This design comes from an exercise in tuning for small area, a short achievable clock period and few clock cycles on the open sky130 flow, not from production work.
In this exercise RTL edits were held to simulation tests only and were not proved equivalent to the original.
Power and IR drop assume default switching activity.

// orc_rle2_dec
module orc_rle2_dec (
    input  wire        clk,
    input  wire        rst,          
    input  wire        cfg_signed,   
    input  wire        in_valid,
    input  wire [7:0]  in_data,
    output wire        in_ready,
    output wire        out_valid,
    output wire [63:0] out_data,
    output wire        out_last,     
    input  wire        out_ready,
    output wire        err           
);
clock: 10.0 ns
lec_check: 0
abc_clock_period_in_ps: 3000
cap_margin: 20
core_margin: 2
core_utilization: 60
slew_margin: 20
synth_hierarchical: 1
synth_minimum_keep_size: 0
tns_end_percent: 0
standard.sh (not shown) runs the stock make flow with config.mk's settings and CLKGATE_MAP_FILE= SYNTH_SCRIPT=/design/flow/synth_recipe.tcl, a recipe that flattens the netlist after the stock synthesis.
==> flow/flow/run.sh <==
#!/bin/bash
# The standard ORFS layout (the standard.sh, standard synthesis unchanged)
# with two changes to how the layout is made, none to the constraints:
#  * the resizer's setup repair aims for 7.2 ns of setup slack (SETUP_SLACK_MARGIN)
#    on the worst path only (TNS_END_PERCENT 0 in config.mk);
#  * the port buffers that every input and output gets are buf_4 cells.
# make's full output goes to make.log here; each ORFS step keeps its own log
# under orfs/logs/.
set -euo pipefail
bash standard.sh SETUP_SLACK_MARGIN=7.2 "BUFFER_PORTS_ARGS=-buffer_cell sky130_fd_sc_hd__buf_4" finish > make.log 2>&1
Testbench counts at the start, summed over its fixed seeds: cycles 46,386.
Then changed:
==> flow/flow/run.sh (replaced) <==
#!/bin/bash
# The standard ORFS layout (the standard.sh, standard synthesis unchanged)
# with two changes to how the layout is made, none to the constraints:
#  * the resizer's setup repair aims for 7 ns of setup slack (SETUP_SLACK_MARGIN)
#    on the worst path only (TNS_END_PERCENT 0 in config.mk);
#  * the port buffers that every input and output gets are buf_4 cells.
# make's full output goes to make.log here; each ORFS step keeps its own log
# under orfs/logs/.
set -euo pipefail
bash standard.sh SETUP_SLACK_MARGIN=7 "BUFFER_PORTS_ARGS=-buffer_cell sky130_fd_sc_hd__buf_4" finish > make.log 2>&1
CORE_UTILIZATION = 70   (was 60)
What happened: The changed run completed with no timing, DRC or antenna violations. Final cell count went down by 3.5%. Clock-buffer cell count went down by 6. Synthesized cell count is unchanged. Cell area went down by 0.46%. Via count went up by 4.2%. Utilization went up by 12 points. Global-route usage went up by 6.0 points. Critical path depth stays the same. Clock power stays flat.
Then changed:
CORE_UTILIZATION = 60   (was 70)
The changed run completed with no timing, DRC or antenna violations.
Utilization drops by 12 points.
Setup slack gets better by 0.040 ns.
Sequential cell count is unchanged.
Via count came out lower by 4.1%.
Clock-buffer cell count rises by 6.
Power went down by 1.1%.
Sequential share of layout area came out lower by 0.15 points.
Sequential power stays flat.
Global-route usage fell by 6.0 points.
Clock skew goes up by 0.019 ns.
Then changed:
==> flow/flow/run.sh (replaced) <==
#!/bin/bash
# The standard ORFS layout (the standard.sh, standard synthesis unchanged)
# with two changes to how the layout is made, none to the constraints:
#  * the resizer's setup repair aims for 6.8 ns of setup slack (SETUP_SLACK_MARGIN)
#    on the worst path only (TNS_END_PERCENT 0 in config.mk);
#  * the port buffers that every input and output gets are buf_4 cells.
# make's full output goes to make.log here; each ORFS step keeps its own log
# under orfs/logs/.
set -euo pipefail
bash standard.sh SETUP_SLACK_MARGIN=6.8 "BUFFER_PORTS_ARGS=-buffer_cell sky130_fd_sc_hd__buf_4" finish > make.log 2>&1
=> The changed run completed with no timing, DRC or antenna violations. Clock skew shrinks by 0.0041 ns. Combinational power stays flat. Clock power stays flat.
Then changed:
==> flow/flow/run.sh (replaced) <==
#!/bin/bash
# The standard ORFS layout (the standard.sh, standard synthesis unchanged)
# with two changes to how the layout is made, none to the constraints:
#  * the resizer's setup repair aims for 7 ns of setup slack (SETUP_SLACK_MARGIN)
#    on the worst path only (TNS_END_PERCENT 0 in config.mk);
#  * the port buffers that every input and output gets are buf_4 cells.
# make's full output goes to make.log here; each ORFS step keeps its own log
# under orfs/logs/.
set -euo pipefail
bash standard.sh SETUP_SLACK_MARGIN=7 "BUFFER_PORTS_ARGS=-buffer_cell sky130_fd_sc_hd__buf_4" finish > make.log 2>&1
TNS_END_PERCENT = 5   (was 0)
Routed wire length grows by 2.0%; fmax grows by 4.2%; clock-buffer cell count stays the same; synthesized area is unchanged.

The RTL this note starts from:
==> flow/design.v <==
module orc_rle2_dec (
    input  wire        clk,
    input  wire        rst,          
    input  wire        cfg_signed,   
    input  wire        in_valid,
    input  wire [7:0]  in_data,
    output wire        in_ready,
    output wire        out_valid,
    output wire [63:0] out_data,
    output wire        out_last,     
    input  wire        out_ready,
    output wire        err           
);
    localparam [1:0] TAG_SR     = 2'd0;
    localparam [1:0] TAG_DIRECT = 2'd1;
    localparam [1:0] TAG_PB     = 2'd2;
    localparam [1:0] TAG_DELTA  = 2'd3;
    localparam [2:0] A_HDR0 = 3'd0;   
    localparam [2:0] A_HDR1 = 3'd1;   
    localparam [2:0] A_SRV  = 3'd2;   
    localparam [2:0] A_VAR  = 3'd3;   
    localparam [2:0] A_DATA = 3'd4;   
    localparam [2:0] A_ERR  = 3'd5;   
    function [6:0] width_of;
        input [4:0] code;
        begin
            if (code < 5'd24)
                width_of = {2'b00, code} + 7'd1;
            else if (code < 5'd28)
                width_of = 7'd26 + {4'd0, code[1:0], 1'b0};
            else
                width_of = 7'd40 + {2'd0, code[1:0], 3'b000};
        end
    endfunction
    function [63:0] zigzag_dec;
        input [63:0] z;
        begin
            zigzag_dec = (z >> 1) ^ {64{z[0]}};
        end
    endfunction
    reg [2:0]  astate;
    reg [1:0]  tag;
    reg        h0_len8;      
    reg [4:0]  h0_code;      
    reg [9:0]  arem;         
    reg        lone;         
    reg        fdneg;        
    reg        sgn;          
    reg [6:0]  width;        
    reg [7:0]  d;            
    reg [78:0] bb;           
    reg [3:0]  vi;           
    reg        vsel;         
    reg        ir;           
    reg        errq;         
    reg        xv;
    reg [63:0] xd;
    reg        x_add;        
    reg        x_cin;
    reg [9:0]  x_cnt;        
    reg        x_last;       
    reg        ov;
    reg [63:0] od;
    reg        ol;
    wire in_fire  = in_valid & in_ready;
    wire out_fire = ov & out_ready;
    wire b_go    = xv & (~ov | out_ready);
    wire x_cnt0  = (x_cnt == 10'd0);
    wire x_free  = ~xv | (b_go & x_cnt0);
    wire is_srv  = (astate == A_SRV);
    wire is_var  = (astate == A_VAR);
    wire is_data = (astate == A_DATA);
    wire tok_v   = ~d[7] & (is_srv | is_var | is_data);
    wire tok_null = is_var & vsel & lone;           
    wire take_now = tok_v & (tok_null | ~xv | (x_cnt0 & ~ov));
    wire take_rdy = tok_v & xv & x_cnt0;
    wire take    = take_now | (take_rdy & out_ready);
    wire load_x  = take & ~tok_null;
    wire [3:0]  sh   = d[3:0];
    wire [78:0] bsh  = bb >> sh;
    reg  [63:0] wmask;
    integer k;
    always @(*)
        for (k = 0; k < 64; k = k + 1)
            wmask[k] = (k < width);
    wire [63:0] ext  = bsh[63:0] & wmask;
    wire        t_zz = is_var | (sgn & (tag != TAG_DELTA));
    wire        t_neg = is_data & (tag == TAG_DELTA) & fdneg;
    wire [63:0] ez   = t_zz ? zigzag_dec(ext) : (t_neg ? ~ext : ext);
    wire t_add  = (is_data & (tag == TAG_DELTA)) | (is_var & vsel);
    wire dw0    = (h0_code == 5'd0);
    wire [9:0] t_cnt = (is_srv) ? arem :
                       (is_var & vsel & dw0) ? arem : 10'd0;
    wire t_last = is_srv | (is_var & ~vsel & lone) |
                  (is_var & vsel & (dw0 | (arem == 10'd0))) |
                  (is_data & (arem == 10'd0));
    assign out_valid = ov;
    assign out_data  = od;
    assign out_last  = ol;
    assign err       = errq;
    assign in_ready  = ir;
    wire [6:0] code_w = width_of(h0_code);
    wire [6:0] hdr_w  = width_of(in_data[5:1]);
    wire [7:0] d_in   = d + 8'd8;
    wire [7:0] d_tk   = d - {1'b0, width};
    wire [7:0] d_both = d_in - {1'b0, width};
    reg [2:0]  astate_n;
    reg [1:0]  tag_n;
    reg        h0_len8_n;
    reg [4:0]  h0_code_n;
    reg [9:0]  arem_n;
    reg        lone_n;
    reg        fdneg_n;
    reg [6:0]  width_n;
    reg [7:0]  d_n;
    reg [3:0]  vi_n;
    reg        vsel_n;
    reg        ir_n;
    always @(*) begin
        astate_n  = astate;
        tag_n     = tag;
        h0_len8_n = h0_len8;
        h0_code_n = h0_code;
        arem_n    = arem;
        lone_n    = lone;
        fdneg_n   = fdneg;
        width_n   = width;
        d_n       = d;
        vi_n      = vi;
        vsel_n    = vsel;
        case (astate)
        A_HDR0: if (in_fire) begin
            tag_n     = in_data[7:6];
            h0_code_n = in_data[5:1];
            h0_len8_n = in_data[0];
            case (in_data[7:6])
            TAG_SR: begin
                width_n  = {1'b0, in_data[5:3], 3'b000} + 7'd8;
                d_n      = {2'b11, ~in_data[5:3], 3'b000};   
                arem_n   = {7'd0, in_data[2:0]} + 10'd2;
                astate_n = A_SRV;
            end
            TAG_DIRECT: begin
                width_n  = hdr_w;
                astate_n = A_HDR1;
            end
            TAG_DELTA: begin
                width_n  = 7'd0;
                astate_n = A_HDR1;
            end
            default: astate_n = A_ERR;
            endcase
        end
        A_HDR1: if (in_fire) begin
            arem_n = {h0_len8, in_data};
            lone_n = ({h0_len8, in_data} == 9'd0);
            if (tag == TAG_DELTA) begin
                d_n      = 8'hff;
                vi_n     = 4'd0;
                vsel_n   = 1'b0;
                astate_n = A_VAR;
            end else begin
                d_n      = 8'd0 - {1'b0, width};
                astate_n = A_DATA;
            end
        end
        A_SRV: begin
            if (in_fire)
                d_n = d_in;
            if (take)
                astate_n = A_HDR0;
        end
        A_VAR: begin
            if (in_fire) begin
                if (vi != 4'd15)
                    vi_n = vi + 4'd1;
                if (vi < 4'd9)
                    width_n = width + 7'd7;
                else
                    width_n = 7'd64;
                if (!in_data[7])
                    d_n = 8'd0;
            end
            if (take) begin
                arem_n = arem - 10'd1;
                if (!vsel) begin
                    vsel_n  = 1'b1;
                    vi_n    = 4'd0;
                    width_n = 7'd0;
                    d_n     = 8'hff;
                end else begin
                    fdneg_n = ez[63];
                    if (lone || dw0 || arem == 10'd0) begin
                        astate_n = A_HDR0;
                    end else begin
                        width_n  = code_w;
                        d_n      = 8'd0 - {1'b0, code_w};
                        astate_n = A_DATA;
                    end
                end
            end
        end
        A_DATA: begin
            case ({in_fire, take})
            2'b10:   d_n = d_in;
            2'b01:   d_n = d_tk;
            2'b11:   d_n = d_both;
            default: ;
            endcase
            if (take) begin
                arem_n = arem - 10'd1;
                if (arem == 10'd0)
                    astate_n = A_HDR0;
            end
        end
        A_ERR: ;
        default: astate_n = A_HDR0;
        endcase
    end
    function lim;
        input [7:0] x;
        begin
            lim = (x[6:0] < width) & (x[6:3] == 4'd0);
        end
    endfunction
    wire arem_nz = (arem != 10'd0);
    wire arem_gt1 = (arem > 10'd1);
    wire c_nn = d[7]      | (arem_nz & lim(d));
    wire c_in = d_in[7]   | (arem_nz & lim(d_in));
    wire c_tk = ~arem_nz  | d_tk[7]   | (arem_gt1 & lim(d_tk));
    wire c_bo = ~arem_nz  | d_both[7] | (arem_gt1 & lim(d_both));
    always @(*) begin
        case (astate)
        A_HDR0: ir_n = ~(in_fire & (in_data[7:6] == TAG_PB));
        A_HDR1: ir_n = 1'b1;
        A_SRV:  ir_n = take | (in_fire ? d_in[7] : d[7]);
        A_VAR:  ir_n = take | (in_fire ? in_data[7] : d[7]);
        A_DATA: case ({in_fire, take})
                2'b00: ir_n = c_nn;
                2'b10: ir_n = c_in;
                2'b01: ir_n = c_tk;
                default: ir_n = c_bo;
                endcase
        default: ir_n = 1'b0;
        endcase
    end
    always @(posedge clk) begin
        sgn <= cfg_signed;
        if (rst) begin
            astate  <= A_HDR0;
            tag     <= TAG_SR;
            h0_len8 <= 1'b0;
            h0_code <= 5'd0;
            arem    <= 10'd0;
            lone    <= 1'b0;
            fdneg   <= 1'b0;
            width   <= 7'd0;
            d       <= 8'hff;
            vi      <= 4'd0;
            vsel    <= 1'b0;
            ir      <= 1'b1;
        end else begin
            astate  <= astate_n;
            tag     <= tag_n;
            h0_len8 <= h0_len8_n;
            h0_code <= h0_code_n;
            arem    <= arem_n;
            lone    <= lone_n;
            fdneg   <= fdneg_n;
            width   <= width_n;
            d       <= d_n;
            vi      <= vi_n;
            vsel    <= vsel_n;
            ir      <= ir_n;
        end
    end
    always @(posedge clk) begin
        if (in_fire) begin
            if (is_var) begin
                if (vi < 4'd9)
                    bb[7*vi +: 7] <= in_data[6:0];
                else if (vi == 4'd9)
                    bb[63] <= in_data[0];
            end else if (is_srv | is_data) begin
                bb <= {bb[70:0], in_data};
            end
        end
    end
    always @(posedge clk) begin
        if (rst) begin
            xv <= 1'b0;
            ov <= 1'b0;
            errq <= 1'b0;
        end else begin
            errq <= (astate_n == A_ERR) & ~b_go & (~ov | out_ready);
            if (load_x)
                xv <= 1'b1;
            else if (b_go && x_cnt0)
                xv <= 1'b0;
            if (b_go)
                ov <= 1'b1;
            else if (out_fire)
                ov <= 1'b0;
        end
    end
    wire [64:0] sum65 = {od, 1'b1} + {xd, x_cin};
    wire [63:0] sum   = sum65[64:1];
    always @(posedge clk) begin
        if (load_x) begin
            xd     <= ez;
            x_add  <= t_add;
            x_cin  <= t_neg;
            x_cnt  <= t_cnt;
            x_last <= t_last;
        end else if (b_go && !x_cnt0) begin
            x_cnt  <= x_cnt - 10'd1;
        end
        if (b_go) begin
            od <= x_add ? sum : xd;
            ol <= x_last & x_cnt0;
        end
    end
endmodule
clock: 10.0 ns
lec_check: 0
abc_clock_period_in_ps: 3000
cap_margin: 20
core_margin: 2
core_utilization: 60
setup_slack_margin: 5
slew_margin: 20
run.sh (not shown) runs the stock make flow with config.mk's settings and CLKGATE_MAP_FILE= SYNTH_SCRIPT=/design/flow/synth_recipe.tcl, a recipe that flattens the netlist after the stock synthesis.
Stock flow here: none of the scripts above is used.
Testbench counts at the start, summed over its fixed seeds: cycles 46,386.
Change:
==> flow/flow/run.sh (new file) <==
#!/bin/bash
# The standard ORFS layout (the standard.sh, standard synthesis unchanged),
# with a stricter setup-repair target: the resizer keeps repairing until the
# setup slack is at least SETUP_SLACK_MARGIN ns. Constraints and clock period
# are the design's. make's full output goes to make.log here; each ORFS step
# keeps its own log under orfs/logs/.
set -euo pipefail
bash standard.sh SETUP_SLACK_MARGIN=7 finish > make.log 2>&1
==> flow/standard.sh (new file) <==
#!/bin/bash
# synth_recipe.tcl (not shown) runs the flow's synth.tcl, then flattens the netlist and writes it again
# the make line also repeats each setting of config.mk as NAME=value (left out here)
make -C /OpenROAD-flow-scripts/flow DESIGN_CONFIG=/design/flow/config.mk WORK_HOME=/design/flow/orfs CLKGATE_MAP_FILE= SYNTH_SCRIPT=/design/flow/synth_recipe.tcl "${@:-finish}"
- SETUP_SLACK_MARGIN: 5 -> not set
- TNS_END_PERCENT: not set -> 0
removed: flow/run.sh
Outcome:
- cell area came out higher by a few percent
- via count climbs slightly
- total power increases slightly
- worst setup slack is better by 1.1 ns
- sequential power stays flat
- non-clock buffer count is higher by 50
Change:
- TNS_END_PERCENT: 0 -> not set
Result: Sequential power hardly moves. Wire length rose by about 7%. Power grows by 6.9%. Combinational power climbs by about 9%. Non-clock buffer count grows by 98. Synthesized cell count stays the same. First-iteration DRC count is higher by 25%.

Another version of the RTL of orc_rle2_dec (not shown whole).
Size: ~2,700 cells after synthesis, ~81 I/O pins, roughly 23,000 um^2 of cells after synthesis.
==> flow/config.mk <==
export PLATFORM = sky130hd
export DESIGN_NAME = orc_rle2_dec
export DESIGN_NICKNAME = orc_rle2_dec
export VERILOG_FILES = /design/flow/design.v
export SDC_FILE = /design/flow/constraint.sdc
export NUM_CORES = 4
export LEC_CHECK = 0
export ABC_CLOCK_PERIOD_IN_PS = 3000
export CAP_MARGIN = 20
export CORE_MARGIN = 2
export CORE_UTILIZATION = 60
export SLEW_MARGIN = 20
export SYNTH_HIERARCHICAL = 1
export SYNTH_MINIMUM_KEEP_SIZE = 0
export TNS_END_PERCENT = 0
==> flow/constraint.sdc <==
create_clock -name core_clock -period 10.0 [get_ports {clk}]
set_input_delay 2.0000 -clock core_clock [delete_from_list [all_inputs] [get_ports {clk}]]
set_output_delay 2.0000 -clock core_clock [all_outputs]
set_load 0.01 [all_outputs]
standard.sh (not shown) runs the stock make flow with config.mk's settings and CLKGATE_MAP_FILE= SYNTH_SCRIPT=/design/flow/synth_recipe.tcl, a recipe that flattens the netlist after the stock synthesis.
==> flow/flow/run.sh <==
#!/bin/bash
# The standard ORFS layout (the standard.sh, standard synthesis unchanged)
# with two changes to how the layout is made, none to the constraints:
#  * the resizer's setup repair aims for 7 ns of setup slack (SETUP_SLACK_MARGIN)
#    on the worst path only (TNS_END_PERCENT 0 in config.mk);
#  * the port buffers that every input and output gets are buf_4 cells.
# make's full output goes to make.log here; each ORFS step keeps its own log
# under orfs/logs/.
set -euo pipefail
bash standard.sh SETUP_SLACK_MARGIN=7 "BUFFER_PORTS_ARGS=-buffer_cell sky130_fd_sc_hd__buf_4" finish > make.log 2>&1
The first run completed with no timing, DRC or antenna violations.
Testbench counts at the start, summed over its fixed seeds: cycles 46,386.
==> next run, changes <==
- CORE_UTILIZATION: 60 -> 70
Count of clock-buffer cells in the layout falls by 3.
Design area came out lower by 0.77%.
Hold slack improves by 10 ps.
Cell count fell by 3.4%.

-- what the ideal ports hide --
Ports are ideal in the flow. The routed layouts listed here were re-timed in OpenROAD. Step 1 assumes that a clkbuf_16 drives the clock port and a buf_2 every other input. Step 2 moves the port delays by t, midway between the first and last clock arrival at a register: inputs arrive t later, outputs are due t later. That takes back most of the time a late clock gives input paths. Three values: no drivers, after step 1, after step 2; two values: the first two.
| run | shift t [ns] | setup slack, ns | hold slack, ns |
|---|---|---|---|
| the first run of note 1 | 0.623 | 6.589 / 6.619 / 5.997 | 0.475 / 0.475 / 0.475 |
| the second run of note 1 | 0.639 | 6.549 / 6.528 / 5.998 | 0.478 / 0.478 / 0.478 |
| the third run of note 1 | 0.623 | 6.589 / 6.619 / 5.997 | 0.475 / 0.475 / 0.475 |
| the fourth run of note 1 | 0.621 | 6.479 / 6.479 / 5.928 | 0.476 / 0.476 / 0.476 |
| the fifth run of note 1 | 0.623 | 6.622 / 6.622 / 6.125 | 0.479 / 0.479 / 0.479 |
| the first run of note 2 | 0.653 | 5.440 / 5.472 / 4.819 | 0.516 / 0.516 / 0.516 |
| the second run of note 2 | 0.637 | 6.529 / 6.467 / 6.023 | 0.505 / 0.505 / 0.505 |
| the third run of note 2 | 0.631 | 6.642 / 6.642 / 6.179 | 0.510 / 0.510 / 0.510 |
| the first run of note 3 | 0.599 | 6.767 / 6.764 / 6.203 | 0.474 / 0.474 / 0.474 |
| the second run of note 3 | 0.635 | 6.764 / 6.707 / 6.174 | 0.485 / 0.485 / 0.485 |
After both steps setup and hold are still met in every run listed. For the first run of note 2, which loses most, drivers alone change the setup slack by +0.032 ns; drivers and shift together by -0.621 ns.
